From an optimization exercise on the open Yosys and OpenROAD flow, aimed at small area; shortcuts taken in it are not production practice.
Function was checked by simulation only, so behaviour that the tests miss may differ from the original.
Power is estimated from default activity; no workload was simulated.

## the previous run
// px4led
module px4led (
    input  wire clk,
    input  wire rst_n,
    input  wire scl_i,
    input  wire sda_i,
    output wire sda_oe_o,
    input  wire tick_i,
    input  wire pwm_tick_i,
    output wire pwm_r_o,
    output wire pwm_g_o,
    output wire pwm_b_o,
    output wire hb_o
);
==> module px4led_protocol_engine, before the edit <==
module px4led_protocol_engine (
    input  wire       clk,
    input  wire       rst_n,
    input  wire       ev_rx_stop,
    input  wire       ev_rx_data,
    input  wire       ev_sla_w,
    input  wire       ev_tx_load,
    input  wire       tx_first,
    input  wire [7:0] rx_byte,
    output wire [7:0] tx_byte,
    output reg        ready,
    output wire       n_zero,
    output wire       do_colour,
    output wire       do_script,
    output wire       do_settings,
    output reg  [3:0] pb, pg, pr,
    output reg        vb, vg, vr,
    input  wire       load_reply,
    input  wire [5:0] reply0,
    input  wire [7:0] reply1
);
    localparam [1:0] K_OTHER = 2'd0, K_AUTO = 2'd1, K_SCRIPT = 2'd2, K_SETTINGS = 2'd3;
    reg [3:0] rx_len;
    reg       pm;
    reg [1:0] sel;
    wire [7:0] rb    = rx_byte;
    wire       take  = ev_rx_data & ~&rx_len;
    wire       first = (rx_len == 4'd0);
    wire [1:0] pcls  = (rb[7:2] == 6'b100000) ? rb[1:0] : 2'd0;
    wire [1:0] tgt   = (pm & ~first) ? (rx_len[0] ? sel : 2'd0)
                                     : ((rx_len[3:2] == 2'd0) ? rx_len[1:0] : 2'd0);
    always @(posedge clk) begin
        if (!rst_n)
            ready <= 1'b0;
        else
            ready <= ev_rx_stop;
    end
    always @(posedge clk) begin
        if (ev_sla_w)
            rx_len <= 4'd0;
        else if (take)
            rx_len <= rx_len + 4'd1;
    end
    always @(posedge clk) begin
        if (take) begin
            if (first) begin
                pm  <= (pcls != 2'd0);
                sel <= (pcls != 2'd0)   ? pcls :
                       (rb == 8'h01)    ? K_AUTO :
                       (rb == 8'hAA)    ? K_SCRIPT :
                       (rb == 8'h84)    ? K_SETTINGS : K_OTHER;
                vb  <= 1'b0;
                vg  <= 1'b0;
                vr  <= 1'b0;
            end else if (pm & ~rx_len[0]) begin
                sel <= pcls;
            end
            if (tgt == 2'd1) begin pb <= rb[3:0]; vb <= 1'b1; end
            if (tgt == 2'd2) begin pg <= rb[3:0]; vg <= 1'b1; end
            if (tgt == 2'd3) begin pr <= rb[3:0]; vr <= 1'b1; end
        end
    end
    wire n_ge2  = |rx_len[3:1];
    assign n_zero      = first;
    assign do_colour   = ready & ~first & (pm | ((sel == K_AUTO) & (rx_len == 4'd4)));
    assign do_script   = ready & ~first & ~pm & (sel == K_SCRIPT) & n_ge2;
    assign do_settings = ready & ~first & ~pm & (sel == K_SETTINGS) & n_ge2;
    reg       tv;
    reg [5:0] s0;
    reg [7:0] s1;
    reg [1:0] cur;
    wire [1:0] cur_e = tx_first ? 2'd0 : cur;
    assign tx_byte = (tv & ~cur_e[1] & ~cur_e[0]) ? {2'b00, s0} :
                     (tv & cur_e[0])             ? s1 : 8'h00;
    always @(posedge clk) begin
        if (!rst_n)
            tv <= 1'b0;
        else if (load_reply)
            tv <= 1'b1;
    end
    always @(posedge clk) begin
        if (load_reply) begin
            s0 <= reply0;
            s1 <= reply1;
        end
        if (ev_tx_load)
            cur <= tv ? {cur_e[0] | cur_e[1], ~cur_e[0] & ~cur_e[1]} : cur_e;
    end
endmodule
==> flow/config.mk <==
export PLATFORM = sky130hd
export DESIGN_NAME = px4led
export DESIGN_NICKNAME = px4led
export VERILOG_FILES = /design/flow/design.v
export SDC_FILE = /design/flow/constraint.sdc
export NUM_CORES = 4
export LEC_CHECK = 0
export CAP_MARGIN = 20
export CORE_MARGIN = 2
export CORE_UTILIZATION = 65
export PLACE_DENSITY = 0.8
export SLEW_MARGIN = 20
==> flow/constraint.sdc <==
create_clock -name core_clock -period 10.0 [get_ports {clk}]
set_input_delay 2.0000 -clock core_clock [delete_from_list [all_inputs] [get_ports {clk}]]
set_output_delay 2.0000 -clock core_clock [all_outputs]
set_load 0.01 [all_outputs]
standard.sh (not shown) runs the stock make flow with config.mk's settings and CLKGATE_MAP_FILE= SYNTH_SCRIPT=/design/flow/synth_recipe.tcl, a recipe that flattens the netlist after the stock synthesis.
==> flow/flow/run.sh <==
#!/bin/bash
# Layout flow: the standard layout (standard.sh) with these changes.
#  * Ports are buffered with sky130_fd_sc_hd__buf_1.
#  * Clock tree synthesis adds no dummy loads.
# Each step's full output goes to a log file in this folder; ORFS's own
# per-step logs are under orfs/logs/.
set -euo pipefail
W=$(pwd)

# synthesis script: synth_recipe.tcl sourcing a copy of ORFS's synth.tcl in
# which only the ABC script argument is replaced
sed "s|^  log_cmd abc {\*}\$abc_args|  lset abc_args 1 $W/flow/abc_area.script\n  log_cmd abc {*}\$abc_args|" \
    "$FLOW_HOME/scripts/synth.tcl" > "$W/synth_body_area.tcl"
grep -q "lset abc_args 1" "$W/synth_body_area.tcl"
sed "s|\$::env(SCRIPTS_DIR)/synth.tcl|$W/synth_body_area.tcl|" synth_recipe.tcl > "$W/synth_area.tcl"
grep -q "synth_body_area.tcl" "$W/synth_area.tcl"
sed "s|SYNTH_SCRIPT=[^ ]*|SYNTH_SCRIPT=$W/synth_area.tcl ADDER_MAP_FILE=|" standard.sh > "$W/standard_area.sh"
grep -q "synth_area.tcl ADDER_MAP_FILE=" "$W/standard_area.sh"

bash "$W/standard_area.sh" synth > "$W/synth.log" 2>&1

export CTS_ARGS="-sink_clustering_enable -repair_clock_nets -dont_use_dummy_load"
export BUFFER_PORTS_ARGS="-buffer_cell sky130_fd_sc_hd__buf_1"
bash standard.sh > "$W/layout.log" 2>&1
==> flow/flow/abc_area.script <==
&get -n
&st
&deepsyn -T 60
&dch
&nf -R 1000
&put
topo
The previous run was carried through to the last stage, and its layout satisfied the timing, DRC and antenna checks.
Inputs modified between the previous run and the current run:
==> flow/design.v, changed modules only <==
module px4led_protocol_engine (
    input  wire       clk,
    input  wire       rst_n,
    input  wire       ev_rx_stop,
    input  wire       ev_rx_data,
    input  wire       ev_sla_w,
    input  wire       ev_tx_load,
    input  wire       tx_first,
    input  wire [7:0] rx_byte,
    output wire [7:0] tx_byte,
    output reg        ready,
    output wire       n_zero,
    output wire       do_colour,
    output wire       do_script,
    output wire       do_settings,
    output reg  [3:0] pb, pg, pr,
    output reg        vb, vg, vr,
    input  wire       load_reply,
    input  wire [5:0] reply0,
    input  wire [7:0] reply1
);
    localparam [1:0] K_OTHER = 2'd3, K_AUTO = 2'd1, K_SCRIPT = 2'd2, K_SETTINGS = 2'd0;
    reg [3:0] rx_len;
    reg       pm;
    reg [1:0] sel;
    wire [7:0] rb    = rx_byte;
    wire       take  = ev_rx_data & ~&rx_len;
    wire       first = (rx_len == 4'd0);
    wire [1:0] pcls  = (rb[7:2] == 6'b100000) ? rb[1:0] : 2'd0;
    wire [1:0] tgt   = (pm & ~first) ? (rx_len[0] ? sel : 2'd0)
                                     : ((rx_len[3:2] == 2'd0) ? rx_len[1:0] : 2'd0);
    always @(posedge clk) begin
        if (!rst_n)
            ready <= 1'b0;
        else
            ready <= ev_rx_stop;
    end
    always @(posedge clk) begin
        if (ev_sla_w)
            rx_len <= 4'd0;
        else if (take)
            rx_len <= rx_len + 4'd1;
    end
    always @(posedge clk) begin
        if (take) begin
            if (first) begin
                pm  <= (pcls != 2'd0);
                sel <= ((pcls != 2'd0) | (rb == 8'h01) | (rb == 8'hAA)) ? rb[1:0] :
                       (rb == 8'h84) ? K_SETTINGS : K_OTHER;
                vb  <= 1'b0;
                vg  <= 1'b0;
                vr  <= 1'b0;
            end else if (pm & ~rx_len[0]) begin
                sel <= pcls;
            end
            if (tgt == 2'd1) begin pb <= rb[3:0]; vb <= 1'b1; end
            if (tgt == 2'd2) begin pg <= rb[3:0]; vg <= 1'b1; end
            if (tgt == 2'd3) begin pr <= rb[3:0]; vr <= 1'b1; end
        end
    end
    wire n_ge2  = |rx_len[3:1];
    assign n_zero      = first;
    assign do_colour   = ready & ~first & (pm | ((sel == K_AUTO) & (rx_len == 4'd4)));
    assign do_script   = ready & ~first & ~pm & (sel == K_SCRIPT) & n_ge2;
    assign do_settings = ready & ~first & ~pm & (sel == K_SETTINGS) & n_ge2;
    reg [5:0] s0;
    reg [7:0] s1;
    reg [1:0] cur;
    wire       built = ~(cur[1] & cur[0]);
    wire [1:0] cur_e = (tx_first & built) ? 2'd0 : cur;
    assign tx_byte = (~cur_e[1] & ~cur_e[0]) ? {2'b00, s0} :
                     (~cur_e[1] &  cur_e[0]) ? s1 : 8'h00;
    always @(posedge clk) begin
        if (load_reply) begin
            s0 <= reply0;
            s1 <= reply1;
        end
    end
    always @(posedge clk) begin
        if (!rst_n)
            cur <= 2'b11;
        else if (ev_tx_load & built)
            cur <= {cur_e[0] | cur_e[1], ~cur_e[0] & ~cur_e[1]};
        else if (load_reply & ~built)
            cur <= 2'b00;
    end
endmodule
==> comparison <==
Looking at summed instance area of the synthesized netlist across both flows, the current run is the stronger of the two, with the previous run trailing. From the previous run to the current run the numbers moved as follows: synthesized-area fraction occupied by and/or/nand/nor cells dropped 0.91 points; non-clock buffer count shows a reduction of 2. Comparing non-filler instance count after layout for the current run and the previous run, the smaller number came from the current run. In terms of power in the clock group, the current run and the previous run differ only marginally. From the previous run to the current run the numbers moved as follows: area of the die fell by 51 sq um; largest net degree at the start of global routing rose by about 10%; worst clock skew fell by 0.0090 ns; count of clock tree sinks fell by about 1%. Against the previous run, wire length of the first global-routing pass in the current run rose by a few percent. In the metrics for the current run and the previous run, the one carrying the lower critical path depth is the previous run. Total power: the current run above the previous run.

## static timing again, ports no longer ideal
Ports are ideal in the flow. The routed layouts listed here were re-timed in OpenROAD.
Step 1 sets driving cells, clkbuf_16 on the clock port and buf_2 on the other inputs (assumed; they add their load-dependent delay and slew).
Step 2 adds t to the input delays and takes it off the output delays; t is the mean of the earliest and latest rising clock arrival at the registers after step 1. Input paths then give back, and output paths get back, about the clock's delay inside the block.
Slacks: no drivers / after step 1 / after step 2; pairs: no drivers / after step 1.
run	t (ns)	setup slack, ns	clock arrival spread, ns	worst data-port slew with drivers (ns)	cell pins on the clock port's net
the previous run	0.349	6.384 / 6.357 / 6.477	0.023 / 0.023	0.03	1
the current run	0.367	6.473 / 6.473 / 6.411	0.014 / 0.014	0.03	1
After both steps setup and hold are still met in every run listed. The setup slack of the current run, which loses most, moves by 0.000 ns with the drivers and by -0.062 ns with both steps.
